This design comes from an exercise in tuning for small area, a short achievable clock period and few clock cycles on the open sky130 flow, not from production work.
The RTL was checked by simulation tests, not by an equivalence proof against the original design.
Power figures rest on the tool's default switching activity, not on a simulated workload.

==> design.v <==
module hxp_stream (
    input  wire        clk,
    input  wire        rst,
    input  wire        in_valid,
    output wire        in_ready,
    input  wire [7:0]  in_data,
    input  wire        in_end,
    output wire        out_valid,
    input  wire        out_ready,
    output wire [31:0] out_addr,
    output wire [7:0]  out_len,
    output wire [7:0]  out_data,
    output wire        out_last,
    output wire        done,
    output wire [3:0]  res_code,
    output wire [31:0] res_line,
    output wire [15:0] res_ext,
    output wire [7:0]  res_calc,
    output wire [7:0]  res_decl,
    output wire [1:0]  res_cause
);
    localparam [10:0] LEAD = 11'd9;      
    localparam [1:0] CAUSE_LENGTH   = 2'd0;
    localparam [1:0] CAUSE_DIGIT    = 2'd1;
    localparam [1:0] CAUSE_EXTSHORT = 2'd2;
    reg        is_hex_in;
    reg [3:0]  val_in;
    always @(*) begin
        is_hex_in = 1'b1;
        val_in    = in_data[3:0];
        if (in_data >= "0" && in_data <= "9")
            val_in = in_data[3:0];
        else if ((in_data >= "A" && in_data <= "F") || (in_data >= "a" && in_data <= "f"))
            val_in = in_data[3:0] + 4'd9;
        else
            is_hex_in = 1'b0;
    end
    wire [7:0] cc_in = {in_data == ":", in_data == 8'h0D, in_data == 8'h0A, is_hex_in, val_in};
    reg        a_valid, b_valid, rdy;
    reg [7:0]  a_cc, b_cc;
    reg        a_end, b_end;
    wire       accept;                      
    wire       pop_in = a_valid && accept;
    wire       take   = in_valid && rdy;
    assign in_ready = rdy;
    always @(posedge clk) begin
        if (rst) begin
            a_valid <= 1'b0;
            b_valid <= 1'b0;
            rdy     <= 1'b1;
        end else if (b_valid) begin
            if (pop_in) begin
                a_cc    <= b_cc;
                a_end   <= b_end;
                b_valid <= 1'b0;
                rdy     <= 1'b1;
            end
        end else if (take) begin
            if (!a_valid || pop_in) begin
                a_valid <= 1'b1;
                a_cc    <= cc_in;
                a_end   <= in_end;
            end else begin
                b_valid <= 1'b1;
                rdy     <= 1'b0;
                b_cc    <= cc_in;
                b_end   <= in_end;
            end
        end else if (pop_in) begin
            a_valid <= 1'b0;
        end
    end
    wire       c_colon = a_cc[7];
    wire       c_cr    = a_cc[6];
    wire       c_lf    = a_cc[5];
    wire       c_hex   = a_cc[4];
    wire [3:0] c_val   = a_cc[3:0];
    localparam [1:0] P_ACT  = 2'd0;   
    localparam [1:0] P_SKIP = 2'd1;   
    localparam [1:0] P_FIN  = 2'd2;   
    localparam [1:0] P_DONE = 2'd3;   
    reg [1:0]  pstate;
    reg        done_r;
    reg [15:0] ext;
    reg [31:0] line_no;
    reg        lo_ff;        
    reg        code3, code1;             
    reg [1:0]  cause;
    reg [12:0] ps;           
    reg        ps_hi;        
    reg        odd;          
    reg        cand;         
    reg        cr12, cr3;    
    reg        bad12;        
    reg        badrest;      
    reg        ge3;          
    reg        lastck;       
    reg        beyond;       
    reg [9:0]  left;         
    reg        left_z;       
    reg [3:0]  hi_nib;
    reg [7:0]  bc, ah, al, ck;
    reg        rt0, rt1, rt4;    
    reg        bc_lt2;           
    reg        cks_ok;           
    reg [7:0]  nsum;         
    reg        alloc;        
    reg [7:0]  s0d;          
    reg [10:0] target;       
    reg        ev_pend;
    reg        e_good;           
    reg [1:0]  e_cause;          
    reg [10:0] busy1;        
    reg [10:0] rsel;         
    reg [3:0]  qt;           
    reg [1:0]  qwp, qrp;
    reg [7:0]  q0, q1, q2, q3;
    reg [7:0]  wdist;        
    reg        wen;          
    reg [4:0]  wsel;         
    reg [7:0]  wdat;
    reg [3:0]  oldt;         
    wire       flushed = !oldt[0];
    reg        rd_armed;
    reg        rd_started;
    reg        rd_missed;
    reg [7:0]  rdist;        
    reg        rdz;          
    reg [7:0]  rd_cnt;       
    reg [7:0]  rec_bc, rec_ah, rec_al;
    reg [15:0] rec_ext;
    reg        ov;
    reg [7:0]  od;
    reg        ol;
    reg [2047:0] ring;
    wire reader_idle = !rd_armed && !ov;
    wire       is_end   = a_end;
    wire       is_lf    = !a_end && c_lf;
    wire       is_chr   = !a_end && !c_lf;
    wire [7:0] cur_byte = {hi_nib, c_val};
    wire       pos0     = ps[0];
    wire       pos12    = ps[1] || ps[2];
    wire       pos_ge3  = !pos0 && !pos12;
    wire       hp_ge10  = ps[10] || ps[11] || ps[12] || ps_hi;
    wire       is_ck_lo = pos_ge3 && !beyond && left_z;
    wire       in_data_rgn = !odd && hp_ge10 && !beyond && !left_z;
    wire       act      = (pstate == P_ACT);
    wire       big      = rsel[8] || rsel[9] || rsel[10];
    wire       do_alloc = cand && ps[9] && rt0;
    wire       do_push  = cand && alloc && in_data_rgn;
    wire       q_full   = qt[3];
    wire       q_nonempty = qt[0];
    wire       guard  = rd_armed && flushed && (!rd_started || rd_missed);
    wire       pop_ok   = (wdist[2:0] == 3'd1) && !guard;
    wire       push_ok  = !q_full || pop_ok;
    assign accept =
        (pstate == P_SKIP) ||
        (act && (is_chr ? !(ev_pend && !pos0 && !ps[1])
                          && !(do_alloc && (q_nonempty || (big && !reader_idle)))
                          && !(do_push && !push_ok)
                        : !ev_pend));
    wire       step = a_valid && accept;
    wire       push = a_valid && act && is_chr && do_push && !ev_pend && push_ok;
    wire       v_cks   = e_good && !cks_ok;
    wire       v_ok    = e_good && cks_ok;
    wire       v_data  = v_ok && rt0;
    wire       v_eof   = v_ok && rt1;
    wire       v_ext   = v_ok && rt4;
    wire       v_xshort = v_ext && bc_lt2;
    wire       v_stop  = !e_good || v_cks || v_eof || v_xshort;
    wire       ev_go   = ev_pend && !(v_data && !reader_idle);
    wire       disp    = ev_go && v_data;
    reg  [7:0] qhead;
    always @(*) begin
        case (qrp)
        2'd0: qhead = q0;
        2'd1: qhead = q1;
        2'd2: qhead = q2;
        default: qhead = q3;
        endcase
    end
    wire       q_pop  = q_nonempty && pop_ok;
    wire       can_load = !ov || out_ready;
    wire       rd_go    = rd_armed && flushed && rdz && can_load;
    wire [7:0] rd_init  = s0d - 8'd1;
    genvar gi;
    generate
        for (gi = 0; gi < 256; gi = gi + 1) begin : g_ring
            localparam integer NXT = (gi + 1) % 256;
            if ((NXT % 8) == 0) begin : g_w
                wire sel = wen && (wsel == NXT / 8);
                always @(posedge clk)
                    ring[gi*8 +: 8] <= sel ? wdat : ring[NXT*8 +: 8];
            end else begin : g_s
                always @(posedge clk)
                    ring[gi*8 +: 8] <= ring[NXT*8 +: 8];
            end
        end
    endgenerate
    always @(posedge clk) begin
        cks_ok <= (nsum == ck);
        target <= {2'b00, bc, 1'b0} + LEAD;
        rsel   <= (busy1 > target) ? busy1 : target;
        if (step && act && is_chr && do_alloc) begin
            s0d   <= rsel[7:0] - 8'd1;
            wdist <= rsel[7:0] - 8'd1;
        end else begin
            s0d   <= s0d - 8'd1;
            wdist <= wdist - (q_pop ? 8'd0 : 8'd1);
        end
        wsel <= wdist[7:3];
        wdat <= qhead;
        if (push) begin
            case (qwp)
            2'd0: q0 <= cur_byte;
            2'd1: q1 <= cur_byte;
            2'd2: q2 <= cur_byte;
            default: q3 <= cur_byte;
            endcase
        end
    end
    always @(posedge clk) begin
        if (rst) begin
            qt     <= 4'd0;
            qwp    <= 2'd0;
            qrp    <= 2'd0;
            wen    <= 1'b0;
            oldt   <= 4'd0;
            busy1  <= 11'd1;
        end else begin
            if (push && !q_pop)
                qt <= {qt[2:0], 1'b1};
            else if (q_pop && !push)
                qt <= {1'b0, qt[3:1]};
            if (push)  qwp <= qwp + 2'd1;
            if (q_pop) qrp <= qrp + 2'd1;
            wen <= q_pop;
            if (disp)
                oldt <= qt;
            else if (wen)
                oldt <= {1'b0, oldt[3:1]};
            if (step && act && is_chr && do_alloc)
                busy1 <= rsel + {3'b000, bc};
            else if (busy1 != 11'd1)
                busy1 <= busy1 - 11'd1;
        end
    end
    always @(posedge clk) begin
        if (disp) begin
            rdist <= rd_init;
            rdz   <= (rd_init == 8'd0);
        end else if (!rd_go) begin
            rdist <= rdist - 8'd1;
            rdz   <= (rdist == 8'd1);
        end
    end
    always @(posedge clk) begin
        if (rst) begin
            rd_armed <= 1'b0;
            ov       <= 1'b0;
            od       <= 8'd0;
            ol       <= 1'b0;
            rec_bc   <= 8'd0;
            rec_ah   <= 8'd0;
            rec_al   <= 8'd0;
            rec_ext  <= 16'd0;
        end else begin
            if (disp) begin
                rec_bc     <= bc;
                rec_ah     <= ah;
                rec_al     <= al;
                rec_ext    <= ext;
                rd_cnt     <= bc;
                rd_started <= 1'b0;
                rd_missed  <= (busy1 <= {3'b000, bc} + 11'd1);
                if (bc == 8'd0) begin
                    ov <= 1'b1;
                    ol <= 1'b1;
                end else begin
                    rd_armed <= 1'b1;
                end
            end else begin
                if (rd_go)
                    rd_started <= 1'b1;
                else if (rd_armed && rdz)
                    rd_missed <= 1'b1;
                if (rd_go) begin
                    ov     <= 1'b1;
                    od     <= ring[7:0];
                    ol     <= (rd_cnt == 8'd1);
                    rd_cnt <= rd_cnt - 8'd1;
                    if (rd_cnt == 8'd1)
                        rd_armed <= 1'b0;
                end else if (out_ready) begin
                    ov <= 1'b0;
                end
            end
        end
    end
    assign out_valid = ov;
    assign out_data  = od;
    assign out_last  = ol;
    assign out_addr  = {rec_ext, rec_ah, rec_al};
    assign out_len   = rec_bc;
    task automatic new_line;
        begin
            ps      <= 13'd1;
            ps_hi   <= 1'b0;
            odd     <= 1'b0;
            beyond  <= 1'b0;
        end
    endtask
    task automatic end_line;
        begin
            line_no[7:0] <= line_no[7:0] + 8'd1;
            if (lo_ff)
                line_no[31:8] <= line_no[31:8] + 24'd1;
            lo_ff     <= (line_no[7:0] == 8'hFE);
            ev_pend   <= cand;
            e_good    <= ge3 && !bad12 && lastck && !badrest;
            e_cause   <= (!ge3 || (!bad12 && !lastck)) ? CAUSE_LENGTH : CAUSE_DIGIT;
            new_line;
        end
    endtask
    always @(posedge clk) begin
        if (rst) begin
            pstate  <= P_ACT;
            done_r  <= 1'b0;
            ev_pend <= 1'b0;
            ext     <= 16'd0;
            line_no <= 32'd0;
            lo_ff   <= 1'b0;
            code3   <= 1'b0;
            code1   <= 1'b0;
            cause   <= 2'd0;
            nsum    <= 8'd0;
            new_line;
        end else begin
            done_r <= 1'b0;
            if (ev_go) begin
                ev_pend <= 1'b0;
                if (v_stop) begin
                    code3 <= !e_good || v_xshort;
                    code1 <= !v_eof;
                    cause <= e_good ? CAUSE_EXTSHORT : e_cause;
                    if (pstate == P_ACT)
                        pstate <= P_SKIP;
                end else if (v_ext) begin
                    ext <= {ah, al};
                end
            end
            case (pstate)
            P_ACT: if (step) begin
                if (is_lf) begin
                    end_line;
                end else if (is_end) begin
                    if (!pos0)
                        end_line;
                    else
                        new_line;
                    pstate <= P_FIN;
                end else begin
                    ps    <= {ps[11:0], 1'b0};
                    ps_hi <= ps_hi || ps[12];
                    odd   <= !odd;
                    if (!pos0 && cand) begin
                        if (pos_ge3 && !beyond) begin
                            left   <= left - 10'd1;
                            left_z <= (left == 10'd1);
                            if (left_z) beyond <= 1'b1;
                        end
                        if (!odd) begin
                            if (ps[2]) begin
                                nsum   <= 8'd0 - cur_byte;
                                left   <= {1'b0, cur_byte, 1'b0} + 10'd7;
                                left_z <= 1'b0;
                            end
                            if (!ps[2] && !beyond && !left_z)
                                nsum <= nsum - cur_byte;
                        end
                    end
                end
            end
            P_SKIP: if (step && is_end) begin
                pstate <= P_FIN;
            end
            P_FIN: if (!ev_pend && reader_idle) begin
                pstate <= P_DONE;
                done_r <= 1'b1;
            end
            default: begin
                pstate  <= P_ACT;
                ext     <= 16'd0;
                line_no <= 32'd0;
            lo_ff   <= 1'b0;
                code3   <= 1'b0;
                code1   <= 1'b0;
                new_line;
            end
            endcase
        end
    end
    wire tryc     = a_valid && act && is_chr && !(ev_pend && !pos0 && !ps[1]);
    wire line_clr = (a_valid && act && !is_chr && !ev_pend) || (pstate == P_DONE);
    always @(posedge clk) begin
        if (rst) begin
            cand    <= 1'b0;
            cr12    <= 1'b0;
            cr3     <= 1'b0;
            bad12   <= 1'b0;
            badrest <= 1'b0;
            ge3     <= 1'b0;
            lastck  <= 1'b0;
            alloc   <= 1'b0;
            ck      <= 8'd0;
        end else if (line_clr) begin
            cand    <= 1'b0;
            cr12    <= 1'b0;
            cr3     <= 1'b0;
            bad12   <= 1'b0;
            badrest <= 1'b0;
            ge3     <= 1'b0;
            lastck  <= 1'b0;
            alloc   <= 1'b0;
        end else if (tryc) begin
            if (pos0) begin
                cand <= c_colon;
            end else if (cand) begin
                if (c_cr) begin
                    if (pos12) cr12 <= 1'b1;
                    else       cr3  <= 1'b1;
                end else begin
                    if (cr12 || (pos12 && !c_hex))   bad12   <= 1'b1;
                    if (cr3 || (pos_ge3 && !c_hex))  badrest <= 1'b1;
                    if (!ps[1])                      ge3     <= 1'b1;
                    lastck <= is_ck_lo;
                end
                if (odd) begin
                    hi_nib <= c_val;
                end else begin
                    if (ps[2]) begin
                        bc     <= cur_byte;
                        bc_lt2 <= (cur_byte < 8'd2);
                    end
                    if (ps[4]) ah <= cur_byte;
                    if (ps[6]) al <= cur_byte;
                    if (ps[8]) begin
                        rt0 <= (cur_byte == 8'h00);
                        rt1 <= (cur_byte == 8'h01);
                        rt4 <= (cur_byte == 8'h04);
                    end
                    if (ps[10] && rt4 && in_data_rgn) ah <= cur_byte;
                    if (ps[12] && rt4 && in_data_rgn) al <= cur_byte;
                    if (is_ck_lo)
                        ck <= cur_byte;
                end
                if (do_alloc)
                    alloc <= 1'b1;
            end
        end
    end
    assign done      = done_r;
    assign res_code  = {code3, 1'b0, code1, 1'b0};
    assign res_line  = line_no;
    assign res_ext   = ext;
    assign res_calc  = nsum;
    assign res_decl  = ck;
    assign res_cause = cause;
endmodule
==> run.sh <==
#!/bin/bash
# synth_recipe.tcl (not shown) runs the flow's synth.tcl, then flattens the netlist and writes it again
# the make line also repeats each setting of config.mk as NAME=value (left out here)
make -C /OpenROAD-flow-scripts/flow DESIGN_CONFIG=/design/flow/config.mk WORK_HOME=/design/flow/orfs CLKGATE_MAP_FILE= SYNTH_SCRIPT=/design/flow/synth_recipe.tcl finish
==> config.mk <==
export PLATFORM = sky130hd
export DESIGN_NAME = hxp_stream
export DESIGN_NICKNAME = hxp_stream
export VERILOG_FILES = /design/flow/design.v
export SDC_FILE = /design/flow/constraint.sdc
export NUM_CORES = 4
export LEC_CHECK = 0
export ABC_AREA = 1
export CAP_MARGIN = 20
export CORE_MARGIN = 2
export CORE_UTILIZATION = 45
export CTS_BUF_LIST = sky130_fd_sc_hd__clkbuf_16 sky130_fd_sc_hd__clkbuf_8
export CTS_CLUSTER_DIAMETER = 100
export CTS_CLUSTER_SIZE = 30
export PLACE_DENSITY = 0.68
export SETUP_SLACK_MARGIN = 3.9
export SLEW_MARGIN = 20
==> constraint.sdc <==
create_clock -name core_clock -period 6.5 [get_ports {clk}]
set_input_delay 1.3000 -clock core_clock [delete_from_list [all_inputs] [get_ports {clk}]]
set_output_delay 1.3000 -clock core_clock [all_outputs]
set_load 0.01 [all_outputs]
==> results of run 1 <==
[per-layer routing]
layer,track usage,wire length (um),vias up
met4,0.04443,2752,0
met5,0,0,-
met1,0.2205,51880,14270
li1,-,-,15170
met3,0.02786,4600,180
met2,0.2299,44350,502
[critical path: cells and delay by family (launching register included)]
family                   cells  cell delay, ns
flip-flops                   1            0.49
XOR/XNOR                     1            0.16
AND/OR/NAND/NOR              4            0.54
adder cells (fa/ha/maj)      2            0.62
AO/OA/AOI/OAI                4            0.53
[worst paths after layout]
kind / from / to / cells past startpoint
worst max-delay path: bc[0] / rd_missed / 11
worst min-delay path: ring[1493] / ring[1485] / 0
worst min register to register: ring[1493] / ring[1485] / 0
worst max register to register: bc[0] / rd_missed / 11
[cell usage in the layout (no fill, tap or decap), types with 71 or more instances in the layout]
cell / n
ha_1: 71
inv_1: 204
o21ai_0: 358
dfxtp_1: 2166
nand2_1: 699
clkbuf_16: 92
buf_4: 119
edfxtp_1: 114
nor2_1: 234
a21oi_1: 162
buf_2: 103
[where the power goes]
| part | switching [mW] | internal, mW | leakage [nW] | total [mW] |
|---|---|---|---|---|
| Sequential | 0.263 | 14.9 | 19.4 | 15.2 |
| Combinational | 1.19 | 0.598 | 5.41 | 1.79 |
| Clock | 4.13 | 2.67 | 1.27 | 6.80 |
| Total | 5.59 | 18.2 | 26.1 | 23.8 |
[kinds of logic (layout without fill, tap and decap cells)]
family          Yosys count  count (layout)  synth area share
compound gates          591             592           0.05182
xor+xnor                 90              90           0.01315
fa+ha+maj                75              75           0.01591
buf+inv                 345             575           0.02334
flops                  2387            2387            0.8164
mux                       4               4         0.0006681
other cells               1               4        0.00006257
simple gates           1137            1141           0.07867
[through the flow]
step	cell area [um2]	std cells	setup WS [ns]	util
finish	66340	6623	3.934	0.5034
global route	66340	6621	3.759	0.5033
CTS	65970	6586	3.900	0.5005
detailed placement	63000	6400	3.073	0.4780
global placement	63000	6400	3.148	0.4780
floorplan	59980	4631	3.877	-
[what timing repair did]
action                                  CTS  global route
cloned                                    2             3
gates resized for setup                 669            22
pin swaps                                 3            10
setup buffers                            72            32
hold buffers                              0             0
endpoints found under the setup margin  305           127
[flip-flops by register name, summed over array words and instances, names as in the netlist, 9 cells and up]
name     cells
ring      2048
line_no     32
ext         16
rec_ext     16
ps          13
busy1       11
rsel        11
left        10
target       9
[layout make-up]
class | count | area, um2
Timing Repair Buffer | 247 | 1703
Multi-Input combinational cell | 1904 | 9857
Clock buffer | 92 | 2302
Fill cell | 11310 | 65450
Tap cell | 1755 | 2196
Sequential cell | 2387 | 49180
Clock inverter | 20 | 271.5
Antenna cell | 2 | 5.005
Inverter | 216 | 833.3
==> impl_metrics.env, run 1 <==
export IMPL_rrSetupSlack_ns=3.93
export IMPL_maxCapViolations=0
export IMPL_synth_ff_type="dfxtp_1"
export IMPL_clock_fmax_ghz=0.3897
export IMPL_area_delta_synth_final_pct=10.70
export IMPL_die_height_um=368.9
export IMPL_cts_buffers=92
export IMPL_synth_edf_count=114
export IMPL_synth_common_cells="dfxtp_1 (2273), nand2_1 (704), o21ai_0 (360)"
export IMPL_nets=4936
export IMPL_gp_congestion=0.8826
export IMPL_synth_area_per_cell_um2=12.94
export IMPL_gr_total_overflow=0
export IMPL_cts_buffer_depth=3
export IMPL_vias=30120
export IMPL_hold_path_class="reg2reg"
export IMPL_ys_types=56
export IMPL_max_stage_delay_ns=0.49
export IMPL_dp_hpwl_um=62290
export IMPL_tritoncts="done"
export IMPL_peakVddDrop_mv=0.2505
export IMPL_grt_pass1_wl_um=163100
export IMPL_yosysTopAreaCell="dfxtp_1"
export IMPL_wl_per_cell_um=15.64
export IMPL_clk_insertion_delay_late_ns=0.72
export IMPL_fin_skew_ns=0.03780
export IMPL_io_pin_count=135
export IMPL_htreeDepth=3
export IMPL_slew_headroom=0.3104
export IMPL_drive_gt1_frac=0.1077
export IMPL_final_max_slew_viol_count=0
export IMPL_end_kind="flip-flop"
export IMPL_crit_slowest_cell="edfxtp_1"
export IMPL_drc=0
export IMPL_drtIter0Drc=2062
export IMPL_grtUsageTotal=0.1515
export IMPL_rows=133
export IMPL_dr_pass1_iters=5
export IMPL_clock_sinks=2387
export IMPL_status="complete, no violations"
export IMPL_clk_pin_slew_ns=0.11
export IMPL_path_cells="ha_1, xnor2_1, ha_1, nand2_1, o21ai_0, nand3_1, nand2_1, a21boi_0, o21ai_1, a21oi_1, or2_2"
export IMPL_rsz0062_at_grt="true"
export IMPL_layout_min_cycle_time_ns=2.566
export IMPL_yosysMostFrequentCell="dfxtp_1"
export IMPL_portBuffers=132
export IMPL_antenna_found_initial=1
export IMPL_synth_area_um2=59930
export IMPL_viasPerCell=4.548
export IMPL_synthTopCellsByArea="dfxtp_1 (76%), edfxtp_1 (5.7%), nand2_1 (4.4%), o21ai_0 (3.0%), ha_1 (1.5%)"
export IMPL_yosysTopAreaCellShare=0.7593
export IMPL_core_um2=131800
export IMPL_start_util=0.4547
export IMPL_finalSetupViolations=0
export IMPL_worstPathArrival_ns=3.04
export IMPL_yosysWarningCount=1
export IMPL_grt_pass1_vias=29250
export IMPL_syn_inst=4630
export IMPL_p_leak_nw=26.13
export IMPL_die_w_um=368.9
export IMPL_wirelength_um=103600
export IMPL_grt_max_degree=84
export IMPL_ys_seq_area_frac=0.8164
export IMPL_async_reset_ff_frac=0
export IMPL_power_density_nw_per_um2=358.7
export IMPL_hold_slack_ns=0.2957
export IMPL_ctsRootBufferMaster="clkbuf_16"
export IMPL_worstMarginPinSlew_ns=1.034
export IMPL_start_kind="flip-flop"
export IMPL_ys_ff_latch=2387
export IMPL_crit_type="reg2reg"
export IMPL_drtAntennaViolNets=0
export IMPL_hold_violations=0
export IMPL_tns_ns=0
export IMPL_crit_fanout=5
export IMPL_dieArea_um2=136100
export IMPL_crit_required_ns=6.98
export IMPL_fin_crit_sh=0.3948
export IMPL_p_total_mw=23.80
Testbench counts, summed over its fixed seeds: cycles 85,465.
==> run 2, diff against run 1 <==
--- a/config.mk
+++ b/config.mk
@@ -11,7 +11,7 @@
 export CORE_UTILIZATION = 45
 export CTS_BUF_LIST = sky130_fd_sc_hd__clkbuf_16 sky130_fd_sc_hd__clkbuf_8
 export CTS_CLUSTER_DIAMETER = 100
-export CTS_CLUSTER_SIZE = 30
+export CTS_CLUSTER_SIZE = 28
 export PLACE_DENSITY = 0.68
-export SETUP_SLACK_MARGIN = 3.9
+export SETUP_SLACK_MARGIN = 4.0
 export SLEW_MARGIN = 20
==> run 2 against run 1 <==
Sequential share of layout area decreased by 1.2 points. Core utilization increased by 0.87 points. Final cell count increased by 0.47%. Synthesized area unchanged. Routed wire length increased by 2.3%. Hold slack improved by 0.0044 ns. Sequential cell count unchanged. Setup slack improved by 0.010 ns. Critical path depth decreased by 10. Clock skew increased by 0.0068 ns. Still clean. Count of clock-buffer cells in the layout increased by 7. Combinational power increased by 6%.
==> impl_metrics.env, run 2 <==
export IMPL_status="complete, no violations"
export IMPL_async_reset_ff_frac=0
export IMPL_top_regs="ring x2048, line_no x32"
export IMPL_maxCapViolations=0
export IMPL_clock_sinks=2387
export IMPL_viasPerCell=4.557
export IMPL_peakVddDrop_mv=0.2043
export IMPL_vias=30320
export IMPL_path_buf_inv=1
export IMPL_power_density_nw_per_um2=356.7
export IMPL_crit_slowest_cell="dfxtp_4"
export IMPL_io_pin_count=135
export IMPL_drc=0
export IMPL_drtIter0Drc=1910
export IMPL_place_area_um2=63020
export IMPL_p_leak_nw=26.45
export IMPL_antenna_found_initial=2
export IMPL_crit_required_ns=5.20
export IMPL_grt_max_degree=67
export IMPL_core_um2=131800
export IMPL_worstMarginPinSlew_ns=1.063
export IMPL_yosysWarningCount=1
export IMPL_hold_path_class="reg2reg"
export IMPL_fill_cells=11110
export IMPL_wirelength_um=106000
export IMPL_synth_common_cells="dfxtp_1 (2273), nand2_1 (704), o21ai_0 (360)"
export IMPL_syn_inst=4630
export IMPL_r2r_start="bc[0]"
export IMPL_clk_insertion_delay_late_ns=0.74
export IMPL_mostFrequentLayoutCell="dfxtp_1"
export IMPL_ctsRootBufferMaster="clkbuf_16"
export IMPL_cts_buffers=97
export IMPL_rrSetupSlack_ns=4.04
export IMPL_drive_gt1_frac=0.1221
export IMPL_dp_hpwl_um=62590
export IMPL_path_cells="buf_6"
export IMPL_crit_type="reg2out"
export IMPL_largest_reg_flops=2048
export IMPL_max_stage_delay_ns=0.40
export IMPL_htreeDepth=3
export IMPL_area_delta_synth_final_pct=12.62
export IMPL_swShare=0.2353
export IMPL_start_util=0.4547
export IMPL_holdBufCountCts=0
export IMPL_switching_power_mw=5.667
export IMPL_rsz0062_at_grt="true"
export IMPL_drtAntennaViolNets=0
export IMPL_stdcell_area_um2=67490
export IMPL_grt_pass1_wl_um=165500
export IMPL_fin_crit_sh=0.3932
export IMPL_seqPwrFrac=0.631
export IMPL_rows=133
export IMPL_wl_per_cell_um=15.93
export IMPL_clockPowerShare=0.290
export IMPL_fin_skew_ns=0.04456
export IMPL_yosysTopAreaCellShare=0.7593
export IMPL_intPower_mw=18.41
export IMPL_finalSetupViolations=0
export IMPL_cts_buffer_depth=3
export IMPL_dieArea_um2=136100
export IMPL_synthTopCellsByArea="dfxtp_1 (76%), edfxtp_1 (5.7%), nand2_1 (4.4%), o21ai_0 (3.0%), ha_1 (1.5%)"
export IMPL_clock_fmax_ghz=0.3913
export IMPL_crit_fanout=5
export IMPL_tritoncts="done"
export IMPL_regMostFlops="ring"
export IMPL_yosysMostFrequentCell="dfxtp_1"
export IMPL_dr_pass1_iters=7
export IMPL_grtUsageTotal=0.1540
export IMPL_hold_violations=0
export IMPL_yosysTopAreaCell="dfxtp_1"
export IMPL_die_w_um=368.9
export IMPL_hold_slack_ns=0.3001
export IMPL_crit_family="flip-flops"
export IMPL_rr_endpoint="rd_missed"
export IMPL_synth_ff_type="dfxtp_1"
export IMPL_portBuffers=132
export IMPL_die_height_um=368.9
export IMPL_layout_min_cycle_time_ns=2.556
export IMPL_p_comb_frac=0.079
export IMPL_ys_ff_latch=2387
export IMPL_nets=4965
export IMPL_gr_total_overflow=0
export IMPL_end_kind="primary output"
export IMPL_worstPathArrival_ns=1.26
export IMPL_hold_depth=0
export IMPL_ff2ff_path_depth=12
export IMPL_start_kind="flip-flop"
export IMPL_gp_congestion=0.8724
export IMPL_clk_pin_slew_ns=0.11
export IMPL_min_to="ring[41]"
export IMPL_layout_common_cells="dfxtp_1 (2153), nand2_1 (694), o21ai_0 (357), nor2_1 (224), inv_1 (204)"
export IMPL_ys_seq_area_frac=0.8164
export IMPL_synth_edf_count=114
export IMPL_synth_area_per_cell_um2=12.94
export IMPL_tns_ns=0
export IMPL_synth_area_um2=59930
export IMPL_final_max_slew_viol_count=0
export IMPL_slew_headroom=0.2904
export IMPL_hold_start="ring[49]"
export IMPL_grt_pass1_vias=29690
export IMPL_ys_types=56
## run 2: cell counts after synthesis
No cell type changed its count.
## run 2: worst max-delay path by stage
| stage | start | end | cells past startpoint |
|---|---|---|---|
| CTS | line_no[19] | res_line[19] | 1 |
| detailed placement | out_ready | rd_cnt[3] | 6 |
| global route | line_no[19] | res_line[19] | 1 |
| global placement | out_ready | rd_cnt[4] | 6 |
| floorplan | rst | al[0] | 4 |
| finish | line_no[23] | res_line[23] | 1 |
## run 2: per-layer routing
metal	wire, um	global-route usage	vias to the layer above
li1	-	-	15210
met1	52210	0.2214	14330
met2	45670	0.2356	601
met3	5186	0.02914	179
met4	2924	0.04655	0
met5	0	0	-
## run 2: layout make-up
class | instances | area (um2) | area share
multi-input cells | 1905 | 10010 | 0.1483
well taps | 1755 | 2196 | 0.03253
inverters | 216 | 832.0 | 0.01233
diodes | 1 | 2.502 | 0.00003708
clock inverters | 21 | 198.9 | 0.002948
clock buffers | 99 | 2477 | 0.03670
repair buffers | 270 | 2574 | 0.03813
flip-flops and latches | 2387 | 49200 | 0.7290
## run 2: cells by family (layout without fill, tap and decap cells)
group,Yosys count,after routing,synth area share
AO/OA/AOI/OAI,591,592,0.05182
XOR/XNOR,90,90,0.01315
adder cells (fa/ha/maj),75,75,0.01591
buffers and inverters,345,606,0.02334
flip-flops,2387,2387,0.8164
multiplexers,4,4,0.0006681
other,1,3,0.00006257
AND/OR/NAND/NOR,1137,1142,0.07867
## run 2: what timing repair did
| action | 4_1_cts | 5_1_grt |
|---|---|---|
| endpoints found under the setup margin | 358 | 290 |
| pin swaps | 10 | 26 |
| setup buffers | 91 | 35 |
| gates resized for setup | 831 | 51 |
| gates cloned | 3 | 3 |
## run 2: metrics by stage
stage	cells	utilization	setup WS, ns	total power [mW]
floorplan	4631	-	3.909	16.74
global placement	6401	0.4782	3.072	17.16
detailed placement	6401	0.4782	3.013	17.16
CTS	6615	0.5083	3.893	24.13
global route	6653	0.5121	3.879	25.07
finish	6654	0.5121	3.944	24.08
## run 2: power groups by stage
stage / sequential [mW] / combinational, mW / clock (mW)
after floorplan: 15.5 / 1.29 / 0
after global placement: 15.6 / 1.58 / 0
after detailed placement: 15.6 / 1.59 / 0
after CTS: 15.2 / 1.74 / 7.18
after global routing: 15.2 / 2.12 / 7.71
final: 15.2 / 1.89 / 6.98
==> run 3, diff against run 2 <==
--- a/config.mk
+++ b/config.mk
@@ -8,10 +8,10 @@
 export ABC_AREA = 1
 export CAP_MARGIN = 20
 export CORE_MARGIN = 2
-export CORE_UTILIZATION = 45
+export CORE_UTILIZATION = 50
 export CTS_BUF_LIST = sky130_fd_sc_hd__clkbuf_16 sky130_fd_sc_hd__clkbuf_8
 export CTS_CLUSTER_DIAMETER = 100
 export CTS_CLUSTER_SIZE = 28
-export PLACE_DENSITY = 0.68
-export SETUP_SLACK_MARGIN = 4.0
+export PLACE_DENSITY = 0.75
+export SETUP_SLACK_MARGIN = 3.9
 export SLEW_MARGIN = 20
==> run 3 against run 2 <==
Clock power about the same. Sequential power about the same. Non-clock buffer count decreased by 38. Critical endpoint is now rd_missed. Clock skew decreased by 0.0017 ns. Count of clock-buffer cells in the layout decreased by 1. Core utilization increased by 4.2 points. Final cell count decreased by 2.8%. Global-route usage increased by 1.8 points. Total power decreased by 0.44%. Setup slack got worse by 0.048 ns. Still clean on timing, DRC and antenna. Sequential share of layout area increased by 1.5 points. Hold slack improved by 0.0029 ns.
==> impl_metrics.env, run 3 <==
export IMPL_clk_pin_slew_ns=0.11
export IMPL_grtUsageTotal=0.1722
export IMPL_dieArea_um2=122600
export IMPL_dr_pass1_iters=6
export IMPL_synthTopCellsByArea="dfxtp_1 (76%), edfxtp_1 (5.7%), nand2_1 (4.4%), o21ai_0 (3.0%), ha_1 (1.5%)"
export IMPL_grt_pass1_wl_um=166400
export IMPL_start_util=0.5022
export IMPL_ctsRootBufferMaster="clkbuf_16"
export IMPL_rows=127
export IMPL_slew_headroom=0.3028
export IMPL_wl_per_cell_um=16.47
export IMPL_syn_inst=4630
export IMPL_crit_type="reg2reg"
export IMPL_largest_reg_flops=2048
export IMPL_final_max_slew_viol_count=0
export IMPL_gp_congestion=0.8991
export IMPL_drc=0
export IMPL_area_delta_synth_final_pct=10.34
export IMPL_hold_path_class="reg2reg"
export IMPL_power_density_nw_per_um2=362.5
export IMPL_hold_violations=0
export IMPL_core_um2=119300
export IMPL_crit_fanout=5
export IMPL_end_kind="flip-flop"
export IMPL_clk_insertion_delay_late_ns=0.72
export IMPL_cts_buffer_depth=3
export IMPL_dp_hpwl_um=62380
export IMPL_synth_edf_count=114
export IMPL_rsz0062_at_grt="true"
export IMPL_wirelength_um=106500
export IMPL_gr_total_overflow=0
export IMPL_regMostFlops="ring"
export IMPL_layout_common_cells="dfxtp_1 (2161), nand2_1 (696), o21ai_0 (356), nor2_1 (228), inv_1 (206)"
export IMPL_yosysMostFrequentCell="dfxtp_1"
export IMPL_drtIter0Drc=2194
export IMPL_antenna_found_initial=2
export IMPL_portBuffers=132
export IMPL_layout_min_cycle_time_ns=2.604
export IMPL_maxCapViolations=0
export IMPL_finalSetupViolations=0
export IMPL_synth_common_cells="dfxtp_1 (2273), nand2_1 (704), o21ai_0 (360)"
export IMPL_mostFrequentLayoutCell="dfxtp_1"
export IMPL_synth_ff_type="dfxtp_1"
export IMPL_drtAntennaViolNets=0
export IMPL_grt_max_degree=79
export IMPL_top_regs="ring x2048, line_no x32"
export IMPL_fin_util=0.5541
export IMPL_tritoncts="done"
export IMPL_diodes=0
export IMPL_fill_cells=9448
export IMPL_io_pin_count=135
export IMPL_clock_sinks=2387
export IMPL_yosysTopAreaCell="dfxtp_1"
export IMPL_async_reset_ff_frac=0
export IMPL_yosysTopAreaCellShare=0.7593
export IMPL_status="complete, no violations"
export IMPL_fin_crit_sh=0.4006
export IMPL_yosysWarningCount=1
export IMPL_fin_skew_ns=0.04287
export IMPL_die_height_um=350.2
export IMPL_start_kind="flip-flop"
export IMPL_holdBufCountCts=0
export IMPL_crit_required_ns=6.97
export IMPL_worstPathArrival_ns=3.08
export IMPL_tns_ns=0
export IMPL_viasPerCell=4.723
export IMPL_ys_ff_latch=2387
export IMPL_drive_gt1_frac=0.1092
export IMPL_ys_types=56
export IMPL_synth_area_per_cell_um2=12.94
export IMPL_die_w_um=350.2
export IMPL_nets=4924
export IMPL_worstMarginPinSlew_ns=1.044
export IMPL_clock_fmax_ghz=0.3841
export IMPL_p_leak_nw=26.13
export IMPL_htreeDepth=3
export IMPL_grt_pass1_vias=29920
export IMPL_vias=30540
export IMPL_cts_buffers=97
export IMPL_peakVddDrop_mv=0.2372
export IMPL_synth_area_um2=59930
export IMPL_ys_seq_area_frac=0.8164
[run 3: final timing paths]
| path | from | depth (start not counted) | slack [ns] | to |
|---|---|---|---|---|
| max reg2reg | bc[0] | 12 | 3.90 | rd_missed |
| max | bc[0] | 12 | 3.90 | rd_missed |
| min | ring[1459] | 0 | 0.30 | ring[1451] |
| min reg2reg | ring[1459] | 0 | 0.30 | ring[1451] |
[run 3: cell type report]
cell class,count,area (um2),area share
Tap cell,1612,2017,0.03050
Timing Repair Buffer,232,1505,0.02276
Clock inverter,20,240.2,0.003633
Multi-Input combinational cell,1902,9893,0.1496
Inverter,216,834.6,0.01262
Clock buffer,98,2452,0.03709
Sequential cell,2387,49180,0.7438
[run 3: layer usage]
| metal | wire length, um | global-route usage | part of all wire |
|---|---|---|---|
| met5 | 0 | 0 | 0 |
| met2 | 47270 | 0.2709 | 0.44 |
| met4 | 3266 | 0.05868 | 0.031 |
| met1 | 50600 | 0.2429 | 0.47 |
| met3 | 5400 | 0.02799 | 0.051 |
[run 3: stage by stage]
step | power (mW) | setup WS (ns) | instance area [um2] | instances | hold slack, ns
CTS | 24.03 | 3.870 | 65790 | 6440 | 0.3052
detailed placement | 17.15 | 3.102 | 62810 | 6256 | 0.3121
floorplan | 16.74 | 3.877 | 59980 | 4631 | 0.3096
global placement | 17.13 | 3.125 | 62810 | 6256 | 0.3100
finish | 23.97 | 3.896 | 66130 | 6467 | 0.3030
global route | 24.88 | 3.843 | 66130 | 6467 | 0.3086
[run 3: logic make-up (layout without fill, tap and decap cells)]
logic type,count (synthesis),count (layout),synth area share
and+or+nand+nor,1137,1139,0.07867
DFF,2387,2387,0.8164
adders and majority gates,75,75,0.01591
muxes,4,4,0.0006681
AOI/OAI and AO/OA,591,592,0.05182
other,1,2,0.00006257
buffers and inverters,345,566,0.02334
xor gates and xnor gates,90,90,0.01315
[run 3: power breakdown]
part	internal, mW	switching [mW]	total [mW]	leakage [nW]
clock network	2.79	4.19	6.98	1.35
logic	0.599	1.19	1.79	5.34
registers	14.9	0.264	15.2	19.4
total	18.3	5.64	24.0	26.1
[run 3: critical path: stages, from the launching register on]
cell	delay (ns)
edfxtp_1	0.57
buf_6	0.20
ha_4	0.16
xnor2_2	0.12
ha_1	0.31
nand2_2	0.06
o21ai_1	0.13
nand3_1	0.09
nand2_1	0.07
a21boi_1	0.06
o21ai_1	0.23
a21oi_2	0.12
or2_4	0.24
[run 3: what timing repair did]
action | in CTS | in global routing
buffers inserted | 65 | 25
endpoints found under the setup margin | 308 | 127
resized for setup | 667 | 42
endpoints found under the hold margin | 0 | 0
gates cloned | 1 | 2
pin swaps | 2 | 17
==> run 4, diff against run 3 <==
--- a/config.mk
+++ b/config.mk
@@ -8,10 +8,10 @@
 export ABC_AREA = 1
 export CAP_MARGIN = 20
 export CORE_MARGIN = 2
-export CORE_UTILIZATION = 50
+export CORE_UTILIZATION = 40
 export CTS_BUF_LIST = sky130_fd_sc_hd__clkbuf_16 sky130_fd_sc_hd__clkbuf_8
 export CTS_CLUSTER_DIAMETER = 100
-export CTS_CLUSTER_SIZE = 28
-export PLACE_DENSITY = 0.75
+export CTS_CLUSTER_SIZE = 30
+export PLACE_DENSITY = 0.6
 export SETUP_SLACK_MARGIN = 3.9
 export SLEW_MARGIN = 20
==> run 4 against run 3 <==
Still clean. Clock skew shrank 0.011 ns. Highest routed layer unchanged. Non-clock buffer count grew 8. Die area grew 25%. Register-to-register slack gained 0.12 ns.
==> impl_metrics.env, run 4 <==
export IMPL_dr_pass1_iters=5
export IMPL_placed_cells=6590
export IMPL_die_height_um=391.1
export IMPL_dp_hpwl_um=63130
export IMPL_stdcell_area_um2=66790
export IMPL_fin_util=0.4475
export IMPL_final_max_slew_viol_count=0
export IMPL_core_um2=149200
export IMPL_die_w_um=391.1
export IMPL_switching_power_mw=5.659
export IMPL_slew_headroom=0.3506
export IMPL_portBuffers=132
export IMPL_worstMarginPinSlew_ns=0.9727
export IMPL_crit_fanout=2
export IMPL_clk_pin_slew_ns=0.12
export IMPL_crit_slowest_cell="dfxtp_4"
export IMPL_area_delta_synth_final_pct=11.45
export IMPL_holdBufCountCts=0
export IMPL_ys_types=56
export IMPL_synth_common_cells="dfxtp_1 (2273), nand2_1 (704), o21ai_0 (360)"
export IMPL_clk_insertion_delay_late_ns=0.74
export IMPL_rsz0062_at_grt="true"
export IMPL_async_reset_ff_frac=0
export IMPL_swShare=0.2374
export IMPL_largest_reg_flops=2048
export IMPL_io_pin_count=135
export IMPL_end_kind="primary output"
export IMPL_drtIter0Drc=1986
export IMPL_intPower_mw=18.18
export IMPL_yosysMostFrequentCell="dfxtp_1"
export IMPL_synth_ff_type="dfxtp_1"
export IMPL_hold_path_class="reg2reg"
export IMPL_synth_mux_area_fraction=0.0006681
export IMPL_tritoncts="done"
export IMPL_path_cells="buf_6"
export IMPL_crit_family="flip-flops"
export IMPL_peakVddDrop_mv=0.2087
export IMPL_mostFrequentLayoutCell="dfxtp_1"
export IMPL_fin_cells=6806
export IMPL_clock_fmax_ghz=0.3910
export IMPL_yosysWarningCount=1
export IMPL_ys_seq_area_frac=0.8164
export IMPL_cts_buffers=92
export IMPL_power_density_nw_per_um2=356.8
export IMPL_fin_crit_sh=0.3935
export IMPL_synth_xor_area_share=0.01315
export IMPL_gp_congestion=0.8625
export IMPL_fin_ws_ns=3.942
export IMPL_clockPowerShare=0.287
export IMPL_layout_min_cycle_time_ns=2.558
export IMPL_crit_type="reg2out"
export IMPL_htreeDepth=3
export IMPL_synth_top_family_by_area="simple AND/OR/NAND/NOR gates"
export IMPL_ctsRootBufferMaster="clkbuf_16"
export IMPL_drtAntennaViolNets=0
export IMPL_cts_buffer_depth=3
export IMPL_fill_cells=13500
export IMPL_status="complete, no violations"
export IMPL_wirelength_um=105200
export IMPL_layout_common_cells="dfxtp_1 (2156), nand2_1 (699), o21ai_0 (356), nor2_1 (229), inv_1 (207)"
export IMPL_syn_inst=4630
export IMPL_grt_pass1_vias=28840
export IMPL_hold_violations=0
export IMPL_grt_pass1_wl_um=164300
export IMPL_ys_ff_latch=2387
export IMPL_dp_slack_ns=2.988
export IMPL_worstPathArrival_ns=1.26
export IMPL_synth_area_um2=59930
export IMPL_maxCapViolations=0
export IMPL_path_buf_inv=1
export IMPL_max_stage_delay_ns=0.41
export IMPL_start_kind="flip-flop"
export IMPL_seqPwrFrac=0.638
export IMPL_finalSetupViolations=0
export IMPL_synth_compound_area_frac=0.05182
export IMPL_synthAdderAreaFrac=0.01591
export IMPL_dieArea_um2=152900
export IMPL_fin_skew_ns=0.03139
export IMPL_viasPerCell=4.441
export IMPL_p_leak_nw=26.13
export IMPL_place_area_um2=63240
export IMPL_drc=0
export IMPL_drive_gt1_frac=0.1095
export IMPL_synth_edf_count=114
export IMPL_rows=142
export IMPL_tns_ns=0
export IMPL_p_comb_frac=0.075
export IMPL_grtUsageTotal=0.1363
export IMPL_regMostFlops="ring"
export IMPL_crit_required_ns=5.20
export IMPL_yosysTopAreaCellShare=0.7593
export IMPL_top_regs="ring x2048, line_no x32"
export IMPL_synthTopCellsByArea="dfxtp_1 (76%), edfxtp_1 (5.7%), nand2_1 (4.4%), o21ai_0 (3.0%), ha_1 (1.5%)"
export IMPL_grt_max_degree=67
export IMPL_gr_total_overflow=0
export IMPL_clock_sinks=2387
export IMPL_synth_simple_area_share=0.07867
export IMPL_vias=30230
export IMPL_nets=4927
export IMPL_start_util=0.4016
export IMPL_synth_area_per_cell_um2=12.94
export IMPL_yosysTopAreaCell="dfxtp_1"
export IMPL_wl_per_cell_um=15.45
export IMPL_antenna_found_initial=7
==> run 4: cell counts after synthesis <==
No cell type changed its count.
==> run 4: worst register-to-register path: stages, from the launching register on <==
cell,delay (ns)
edfxtp_1,0.46
ha_2,0.23
nand2_2,0.07
nor2_2,0.13
xor2_1,0.19
a21oi_1,0.10
ha_1,0.34
buf_4,0.12
nand2_1,0.05
nor3_2,0.12
nand4_1,0.13
a21oi_2,0.24
or2_4,0.17
==> run 4: layout make-up <==
class	count	area (um2)	share of cell area
antenna	2	5.005	0.00007493
clock buffer	92	2302	0.03447
clock inverter	23	259.0	0.003878
inverter	216	830.8	0.01244
multi-input combinational	1902	9868	0.1477
sequential	2387	49200	0.7367
tap	1944	2432	0.03642
timing repair buffer	240	1892	0.02832
==> run 4: path summary, 6_finish.rpt <==
| kind | depth (start not counted) | slack (ns) | startpoint | endpoint |
|---|---|---|---|---|
| worst min-delay path | 0 | 0.30 | ring[1513] | ring[1505] |
| worst min register to register | 0 | 0.30 | ring[1513] | ring[1505] |
| worst max register to register | 12 | 4.02 | bc[3] | rd_missed |
| worst max-delay path | 1 | 3.94 | ext[3] | res_ext[3] |
==> run 4: stage by stage <==
step / power, mW / hold WS, ns
floorplan: 16.74 / 0.3096
global placement: 17.18 / 0.3097
detailed placement: 17.18 / 0.3121
CTS: 24.01 / 0.2999
global route: 24.85 / 0.2885
finish: 23.83 / 0.3020
==> run 4: cells by family after synthesis <==
family          count (synthesis)
simple gates                 1137
compound gates                591
fa+ha+maj                      75
other cells                     1
buf+inv                       345
xor+xnor                       90
mux                             4
flops                        2387
==> run 4: power by group through the flow <==
stage | combinational [mW] | sequential [mW] | clock (mW)
finish | 1.79 | 15.2 | 6.84
global route | 2.01 | 15.2 | 7.60
CTS | 1.71 | 15.2 | 7.09
detailed placement | 1.61 | 15.6 | 0
global placement | 1.61 | 15.6 | 0
floorplan | 1.29 | 15.5 | 0
==> run 4: what timing repair did <==
item | CTS | global route
setup buffers | 76 | 20
pin swaps | 4 | 11
setup endpoints to repair | 350 | 161
resized for setup | 731 | 33
cloned | 2 | 1
hold endpoints to repair | 0 | 0
==> run 4: routing by layer <==
metal  routed length (um)  vias up  share of wire  GRT usage
met4                 2624        0          0.025    0.03840
met3                 4663      153          0.044    0.02485
met2                44800      496           0.43     0.2059
met1                53090    14430           0.50     0.1993
li1                     -    15150              -          -
met5                    0        -              0          0
==> run 5, diff against run 4 <==
--- a/config.mk
+++ b/config.mk
@@ -10,8 +10,8 @@
 export CORE_MARGIN = 2
 export CORE_UTILIZATION = 40
 export CTS_BUF_LIST = sky130_fd_sc_hd__clkbuf_16 sky130_fd_sc_hd__clkbuf_8
-export CTS_CLUSTER_DIAMETER = 100
-export CTS_CLUSTER_SIZE = 30
+export CTS_CLUSTER_DIAMETER = 80
+export CTS_CLUSTER_SIZE = 34
 export PLACE_DENSITY = 0.6
 export SETUP_SLACK_MARGIN = 3.9
 export SLEW_MARGIN = 20
==> run 5 against run 4 <==
Count of clock-buffer cells in the layout grew 5. Critical path type unchanged. Sequential cell count is the same. Routed wire length is essentially flat. Final cell count grew 0.37%. Synthesized cell count is the same. Global-route usage is essentially flat. Critical path depth is the same. Sequential power is essentially flat. Final area grew 1.1%. Still clean on timing, DRC and antenna. Setup slack lost 0.021 ns.
==> impl_metrics.env, run 5 <==
export IMPL_crit_fanout=2
export IMPL_worstPathArrival_ns=1.28
export IMPL_hold_violations=0
export IMPL_tritoncts="done"
export IMPL_gr_total_overflow=0
export IMPL_finalSetupViolations=0
export IMPL_fin_crit_sh=0.3968
export IMPL_synth_area_um2=59930
export IMPL_drive_gt1_frac=0.1158
export IMPL_largest_reg_flops=2048
export IMPL_core_um2=149200
export IMPL_globalRouteMet1Util=0.1993
export IMPL_hold_path_class="reg2reg"
export IMPL_syn_inst=4630
export IMPL_synthTopCellsByArea="dfxtp_1 (76%), edfxtp_1 (5.7%), nand2_1 (4.4%), o21ai_0 (3.0%), ha_1 (1.5%)"
export IMPL_fill_cells=13410
export IMPL_ys_seq_area_frac=0.8164
export IMPL_regMostFlops="ring"
export IMPL_crit_family="flip-flops"
export IMPL_synth_area_per_cell_um2=12.94
export IMPL_dieArea_um2=152900
export IMPL_ctsRootBufferMaster="clkbuf_16"
export IMPL_fin_skew_ns=0.04032
export IMPL_htreeDepth=3
export IMPL_tns_ns=0
export IMPL_end_kind="primary output"
export IMPL_worstMarginPinSlew_ns=0.9555
export IMPL_holdBufCountCts=0
export IMPL_viasPerCell=4.429
export IMPL_yosysTopAreaCellShare=0.7593
export IMPL_drc=0
export IMPL_dp_hpwl_um=63130
export IMPL_mostFrequentLayoutCell="dfxtp_1"
export IMPL_antenna_found_initial=6
export IMPL_portBuffers=132
export IMPL_wirelength_um=105100
export IMPL_synth_common_cells="dfxtp_1 (2273), nand2_1 (704), o21ai_0 (360)"
export IMPL_rrSetupSlack_ns=4.01
export IMPL_yosysMostFrequentCell="dfxtp_1"
export IMPL_p_leak_nw=26.43
export IMPL_drtIter0Drc=1935
export IMPL_dr_pass1_iters=5
export IMPL_clk_pin_slew_ns=0.12
export IMPL_grt_max_degree=67
export IMPL_status="complete, no violations"
export IMPL_top_regs="ring x2048, line_no x32"
export IMPL_gp_congestion=0.8625
export IMPL_rows=142
export IMPL_p_total_mw=24.59
export IMPL_rsz0062_at_grt="true"
export IMPL_yosysWarningCount=1
export IMPL_start_kind="flip-flop"
export IMPL_wl_per_cell_um=15.39
export IMPL_grtUsageTotal=0.1366
export IMPL_ys_ff_latch=2387
export IMPL_start_util=0.4016
export IMPL_synth_ff_type="dfxtp_1"
export IMPL_max_stage_delay_ns=0.41
export IMPL_path_buf_inv=1
export IMPL_crit_required_ns=5.20
export IMPL_clock_fmax_ghz=0.3878
export IMPL_layout_common_cells="dfxtp_1 (2154), nand2_1 (700), o21ai_0 (356), nor2_1 (228), inv_1 (202)"
export IMPL_grt_pass1_wl_um=164300
export IMPL_drtAntennaViolNets=0
export IMPL_slew_headroom=0.3621
export IMPL_layout_min_cycle_time_ns=2.579
export IMPL_power_density_nw_per_um2=364.0
export IMPL_path_cells="buf_6"
export IMPL_clk_insertion_delay_late_ns=0.75
export IMPL_crit_slowest_cell="dfxtp_4"
export IMPL_ys_types=56
export IMPL_die_w_um=391.1
export IMPL_async_reset_ff_frac=0
export IMPL_cts_buffers=92
export IMPL_area_delta_synth_final_pct=12.69
export IMPL_nets=4931
export IMPL_crit_type="reg2out"
export IMPL_io_pin_count=135
export IMPL_yosysTopAreaCell="dfxtp_1"
export IMPL_clock_sinks=2387
export IMPL_vias=30250
export IMPL_grtUsageMet2=0.2050
export IMPL_grt_pass1_vias=28780
export IMPL_maxCapViolations=0
export IMPL_synth_edf_count=114
export IMPL_die_height_um=391.1
export IMPL_cts_buffer_depth=3
export IMPL_final_max_slew_viol_count=0
export IMPL_peakVddDrop_mv=0.2185
export IMPL_busiest_layer="met2"
export IMPL_grt_use_met3=0.02528
[run 5: changes by cell type in the layout (fill, tap and decap cells not counted), sizes merged]
cell | before | now
buf | 229 | 233
bufinv | 0 | 7
inv | 227 | 226
diode | 2 | 1
clkinv | 7 | 19
clkinvlp | 5 | 4
clkbuf | 92 | 97
[run 5: worst paths after layout]
check	from	to	cells after the start
max	ext[3]	res_ext[3]	1
min	ring[467]	ring[459]	0
max reg2reg	pstate[0]	line_no[23]	11
min reg2reg	ring[467]	ring[459]	0
[run 5: per-layer routing]
layer  part of all wire  vias to the layer above
li1                   -                    15170
met5                  0                        -
met1               0.51                    14420
met4              0.029                        0
met2               0.42                      491
met3              0.039                      179
[run 5: repair_timing]
item | CTS | global route
pin swaps | 5 | 11
gates resized for setup | 765 | 24
setup buffers | 76 | 24
endpoints found under the setup margin | 345 | 144
cloned | 2 | 1
[run 5: cells by family (layout without fill, tap and decap cells)]
logic type,count (synthesis),count (layout),share of synthesized area
flops,2387,2387,0.8164
simple gates,1137,1139,0.07867
compound gates,591,592,0.05182
buf+inv,345,597,0.02334
xor+xnor,90,90,0.01315
fa+ha+maj,75,75,0.01591
mux,4,4,0.0006681
other cells,1,3,0.00006257
[run 5: final cells by class]
class,count,area [um2],share of cell area
diodes,1,2.502,0.00003705
multi-input cells,1902,9864,0.1461
well taps,1944,2432,0.03601
clock inverters,40,808.3,0.01197
flip-flops and latches,2387,49210,0.7286
clock buffers,97,2371,0.03511
repair buffers,244,2021,0.02992
inverters,216,830.8,0.01230
[run 5: through the flow]
| step | setup slack [ns] | hold WS (ns) | cell area (um2) | utilization | std cells |
|---|---|---|---|---|---|
| detailed placement | 2.988 | 0.3121 | 63240 | 0.4237 | 6590 |
| global route | 3.841 | 0.2974 | 67540 | 0.4525 | 6830 |
| CTS | 3.861 | 0.3073 | 67260 | 0.4507 | 6805 |
| floorplan | 3.877 | 0.3096 | 59980 | - | 4631 |
| finish | 3.921 | 0.3064 | 67540 | 0.4525 | 6831 |
| global placement | 3.044 | 0.3097 | 63240 | 0.4237 | 6590 |
[run 5: report_power, final]
group / internal [mW] / switching (mW)
logic: 0.586 / 1.18
registers: 14.9 / 0.260
clock network: 3.12 / 4.49
total: 18.7 / 5.93
==> run 6, diff against run 5 <==
--- a/design.v
+++ b/design.v
@@ -19,7 +19,7 @@
     output wire [7:0]  res_decl,
     output wire [1:0]  res_cause
 );
-    localparam [10:0] LEAD = 11'd9;      
+    localparam [9:0]  LEAD = 10'd9;      
     localparam [1:0] CAUSE_LENGTH   = 2'd0;
     localparam [1:0] CAUSE_DIGIT    = 2'd1;
     localparam [1:0] CAUSE_EXTSHORT = 2'd2;
@@ -106,12 +106,11 @@
     reg [7:0]  nsum;         
     reg        alloc;        
     reg [7:0]  s0d;          
-    reg [10:0] target;       
     reg        ev_pend;
     reg        e_good;           
     reg [1:0]  e_cause;          
-    reg [10:0] busy1;        
-    reg [10:0] rsel;         
+    reg [9:0]  busy1;        
+    reg [9:0]  rsel;         
     reg [3:0]  qt;           
     reg [1:0]  qwp, qrp;
     reg [7:0]  q0, q1, q2, q3;
@@ -145,7 +144,8 @@
     wire       is_ck_lo = pos_ge3 && !beyond && left_z;
     wire       in_data_rgn = !odd && hp_ge10 && !beyond && !left_z;
     wire       act      = (pstate == P_ACT);
-    wire       big      = rsel[8] || rsel[9] || rsel[10];
+    wire       big      = rsel[8] || rsel[9];
+    wire [9:0] target   = {1'b0, bc, 1'b0} + LEAD;
     wire       do_alloc = cand && ps[9] && rt0;
     wire       do_push  = cand && alloc && in_data_rgn;
     wire       q_full   = qt[3];
@@ -199,7 +199,6 @@
     endgenerate
     always @(posedge clk) begin
         cks_ok <= (nsum == ck);
-        target <= {2'b00, bc, 1'b0} + LEAD;
         rsel   <= (busy1 > target) ? busy1 : target;
         if (step && act && is_chr && do_alloc) begin
             s0d   <= rsel[7:0] - 8'd1;
@@ -226,7 +225,7 @@
             qrp    <= 2'd0;
             wen    <= 1'b0;
             oldt   <= 4'd0;
-            busy1  <= 11'd1;
+            busy1  <= 10'd1;
         end else begin
             if (push && !q_pop)
                 qt <= {qt[2:0], 1'b1};
@@ -240,9 +239,11 @@
             else if (wen)
                 oldt <= {1'b0, oldt[3:1]};
             if (step && act && is_chr && do_alloc)
-                busy1 <= rsel + {3'b000, bc};
-            else if (busy1 != 11'd1)
-                busy1 <= busy1 - 11'd1;
+                busy1 <= rsel + {2'b00, bc};
+            else if (pstate == P_DONE || busy1 == 10'd1)
+                busy1 <= 10'd1;
+            else
+                busy1 <= busy1 - 10'd1;
         end
     end
     always @(posedge clk) begin
@@ -272,7 +273,7 @@
                 rec_ext    <= ext;
                 rd_cnt     <= bc;
                 rd_started <= 1'b0;
-                rd_missed  <= (busy1 <= {3'b000, bc} + 11'd1);
+                rd_missed  <= (busy1 <= {2'b00, bc} + 10'd1);
                 if (bc == 8'd0) begin
                     ov <= 1'b1;
                     ol <= 1'b1;
--- a/config.mk
+++ b/config.mk
@@ -10,8 +10,8 @@
 export CORE_MARGIN = 2
 export CORE_UTILIZATION = 40
 export CTS_BUF_LIST = sky130_fd_sc_hd__clkbuf_16 sky130_fd_sc_hd__clkbuf_8
-export CTS_CLUSTER_DIAMETER = 80
-export CTS_CLUSTER_SIZE = 34
+export CTS_CLUSTER_DIAMETER = 100
+export CTS_CLUSTER_SIZE = 30
 export PLACE_DENSITY = 0.6
 export SETUP_SLACK_MARGIN = 3.9
 export SLEW_MARGIN = 20
==> run 6 against run 5 <==
Register-to-register slack improved by 0.02 ns. Via count is 1.7% lower. First-iteration DRC count down 13%. Hold slack better by 0.013 ns. Clock skew decreased by 0.0064 ns. Final cell count shrank 0.89%. Still clean. Synthesized area decreased by 0.72%. Core utilization shrank 0.48 points. Combinational power rose by 11%. Critical path type unchanged. Non-clock buffer count down 2. Sequential share of layout area up 1.1 points.
==> impl_metrics.env, run 6 <==
export IMPL_top_regs="ring x2048, line_no x32"
export IMPL_crit_type="reg2out"
export IMPL_die_w_um=389.7
export IMPL_portBuffers=132
export IMPL_yosysTopAreaCell="dfxtp_1"
export IMPL_clk_pin_slew_ns=0.12
export IMPL_drtAntennaViolNets=0
export IMPL_ys_types=54
export IMPL_clock_sinks=2376
export IMPL_grt_max_degree=67
export IMPL_gp_congestion=0.8237
export IMPL_viasPerCell=4.391
export IMPL_crit_family="flip-flops"
export IMPL_grt_pass1_wl_um=161200
export IMPL_io_pin_count=135
export IMPL_slew_headroom=0.3597
export IMPL_maxCapViolations=0
export IMPL_layout_min_cycle_time_ns=2.539
export IMPL_tritoncts="done"
export IMPL_placed_cells=6563
export IMPL_wirelength_um=101600
export IMPL_yosysMostFrequentCell="dfxtp_1"
export IMPL_fin_cells=6770
export IMPL_ctsRootBufferMaster="clkbuf_16"
export IMPL_cts_buffer_depth=3
export IMPL_final_max_slew_viol_count=0
export IMPL_htreeDepth=3
export IMPL_rrSetupSlack_ns=4.03
export IMPL_synthTopCellsByArea="dfxtp_1 (76%), edfxtp_1 (5.8%), nand2_1 (4.3%), o21ai_0 (3.2%), nor2_1 (1.6%)"
export IMPL_crit_required_ns=5.20
export IMPL_hold_slack_ns=0.3191
export IMPL_layout_common_cells="dfxtp_1 (2156), nand2_1 (685), o21ai_0 (378), nor2_1 (249), inv_1 (216)"
export IMPL_synth_ff_type="dfxtp_1"
export IMPL_vias=29730
export IMPL_gr_total_overflow=0
export IMPL_p_leak_nw=26.18
export IMPL_hold_violations=0
export IMPL_worstMarginPinSlew_ns=0.9590
export IMPL_nets=4909
export IMPL_synth_area_per_cell_um2=12.91
export IMPL_wl_per_cell_um=15.00
export IMPL_worstPathArrival_ns=1.24
export IMPL_status="complete, no violations"
export IMPL_regMostFlops="ring"
export IMPL_syn_inst=4610
export IMPL_drc=0
export IMPL_ff2ff_path_depth=11
export IMPL_cts_buffers=90
export IMPL_dr_pass1_iters=5
export IMPL_min_to="ring[354]"
export IMPL_clock_fmax_ghz=0.3938
export IMPL_tns_ns=0
export IMPL_ys_ff_latch=2376
export IMPL_yosysWarningCount=1
export IMPL_die_height_um=389.7
export IMPL_dp_hpwl_um=60710
export IMPL_synth_area_um2=59500
export IMPL_path_buf_inv=1
export IMPL_fin_crit_sh=0.3906
export IMPL_holdBufCountCts=0
export IMPL_hold_path_class="reg2reg"
export IMPL_rsz0062_at_grt="true"
export IMPL_drive_gt1_frac=0.1058
export IMPL_rows=141
export IMPL_area_delta_synth_final_pct=11.12
export IMPL_clk_insertion_delay_late_ns=0.73
export IMPL_max_stage_delay_ns=0.38
export IMPL_grt_pass1_vias=28760
export IMPL_yosysTopAreaCellShare=0.7611
export IMPL_async_reset_ff_frac=0
export IMPL_hold_start="ring[362]"
export IMPL_mostFrequentLayoutCell="dfxtp_1"
export IMPL_crit_fanout=3
export IMPL_ys_seq_area_frac=0.8186
export IMPL_fill_cells=13360
export IMPL_dieArea_um2=151900
export IMPL_cp_startpoint="rdy"
export IMPL_drtIter0Drc=1686
export IMPL_core_um2=147700
export IMPL_start_kind="flip-flop"
export IMPL_path_cells="buf_6"
export IMPL_r2r_start="bc[0]"
export IMPL_largest_reg_flops=2048
export IMPL_crit_slowest_cell="dfxtp_4"
export IMPL_end_kind="primary output"
export IMPL_finalSetupViolations=0
export IMPL_synth_edf_count=114
export IMPL_hold_depth=0
export IMPL_peakVddDrop_mv=0.2451
export IMPL_fin_skew_ns=0.03394
export IMPL_grtUsageTotal=0.1332
export IMPL_power_density_nw_per_um2=362.3
export IMPL_antenna_found_initial=2
export IMPL_start_util=0.4030
export IMPL_rr_endpoint="rd_missed"
export IMPL_synth_common_cells="dfxtp_1 (2262), nand2_1 (689), o21ai_0 (383)"
run 6: changes by cell type in the layout (fill, tap and decap cells not counted), moves of 8 or more:
| cell | delta |
|---|---|
| buf_6 | -32 |
| buf_2 | +27 |
| dfxtp_4 | -23 |
| o21ai_0 | +22 |
| nor2_1 | +21 |
| nand4_1 | -19 |
| nand2_1 | -15 |
| inv_1 | +14 |
| xor2_1 | -11 |
| dfxtp_2 | +10 |
| nor2_2 | -9 |
| xnor2_1 | -9 |
| a211oi_1 | -8 |
| clkinv_16 | -8 |
run 6: layer usage:
| metal | wire [um] | part of all wire | track usage | up-vias |
|---|---|---|---|---|
| met2 | 43550 | 0.43 | 0.2037 | 396 |
| met4 | 2068 | 0.020 | 0.03298 | 0 |
| li1 | - | - | - | 15030 |
| met1 | 52290 | 0.51 | 0.1951 | 14170 |
| met5 | 0 | 0 | 0 | - |
| met3 | 3671 | 0.036 | 0.02351 | 128 |
run 6: cells by family after synthesis:
group,count (synthesis),synth area share
and+or+nand+nor,1125,0.07705
adders and majority gates,75,0.01602
xor gates and xnor gates,70,0.01030
DFF,2376,0.8186
buffers and inverters,355,0.02433
other,1,0.00006302
muxes,2,0.0003365
AOI/OAI and AO/OA,606,0.05331
run 6: where the power goes:
part,internal [mW],switching [mW],leakage (nW)
clock network,2.63,4.12,1.26
logic,0.721,1.25,5.58
registers,14.9,0.291,19.3
run 6: worst reg2reg max path: cells and delay by family, from the launching register on:
family	cells	cell delay, ns
and+or+nand+nor	5	0.93
xor gates and xnor gates	1	0.15
AOI/OAI and AO/OA	2	0.19
DFF	1	0.37
buffers and inverters	2	0.25
adders and majority gates	1	0.29
run 6: area by class of cell:
cell class	count	area, um2	share of cell area
Timing Repair Buffer	242	1843	0.02787
Tap cell	1930	2415	0.03652
Clock buffer	93	2316	0.03503
Antenna cell	1	2.502	0.00003785
Multi-Input combinational cell	1880	9538	0.1443
Sequential cell	2376	48910	0.7398
Clock inverter	17	206.4	0.003122
Inverter	231	884.6	0.01338
run 6: worst max path at each step:
stage                               to  slack [ns]  cells past startpoint
after floorplan              rd_cnt[0]        3.92                      5
after global placement         a_cc[0]        3.02                      7
after detailed placement        s0d[2]        3.00                     14
after CTS                 res_line[22]        3.90                      1
after global routing         rd_missed        3.87                     11
final                         in_ready        3.96                      1
run 6: metrics by stage:
step	setup slack (ns)	utilization	total power, mW	area, um2
5_1_grt	3.868	0.4478	25.02	66120
2_1_floorplan	3.922	-	16.80	59590
3_5_place_dp	3.001	0.4257	17.36	62850
4_1_cts	3.898	0.4447	24.11	65670
3_3_place_gp	3.017	0.4257	17.35	62850
6_report	3.961	0.4478	23.96	66120
run 6: timing repair:
| item | 4_1_cts | 5_1_grt |
|---|---|---|
| gates resized for setup | 637 | 76 |
| pin swaps | 2 | 7 |
| setup endpoints to repair | 381 | 221 |
| hold endpoints to repair | 0 | 0 |
| buffers inserted | 73 | 23 |
Testbench counts of run 6, summed over its fixed seeds: cycles 85,465.

-- separate check: timing with driven ports --
How much do the figures lean on ideal ports? The routed layouts below were timed once more, with nothing changed but the port constraints.
Step 1: set_driving_cell puts a clkbuf_16 on clk and a buf_2 on each other input, an assumption about the parent block.
Step 2 adds t to the input delays and takes it off the output delays; t is the mean of the earliest and latest rising clock arrival at the registers after step 1. Input paths then give back, and output paths get back, about the clock's delay inside the block.
Slacks: no drivers / after step 1 / after step 2; pairs: no drivers / after step 1.
| run | shift t [ns] | setup slack, ns | clock arrival spread, ns | cell pins on the clock port's net |
|---|---|---|---|---|
| run 1 | 0.776 | 3.934 / 3.877 / 3.246 | 0.047 / 0.047 | 1 |
| run 2 | 0.794 | 3.944 / 3.868 / 3.305 | 0.052 / 0.052 | 1 |
| run 3 | 0.774 | 3.896 / 3.867 / 3.239 | 0.045 / 0.045 | 1 |
| run 4 | 0.791 | 3.942 / 3.867 / 3.266 | 0.067 / 0.066 | 1 |
| run 5 | 0.806 | 3.921 / 3.845 / 3.263 | 0.062 / 0.062 | 1 |
| run 6 | 0.784 | 3.961 / 3.891 / 3.194 | 0.041 / 0.041 | 1 |
After both steps setup and hold are still met in every run listed. For run 6, which loses most, drivers alone change the setup slack by -0.070 ns; drivers and shift together by -0.767 ns.
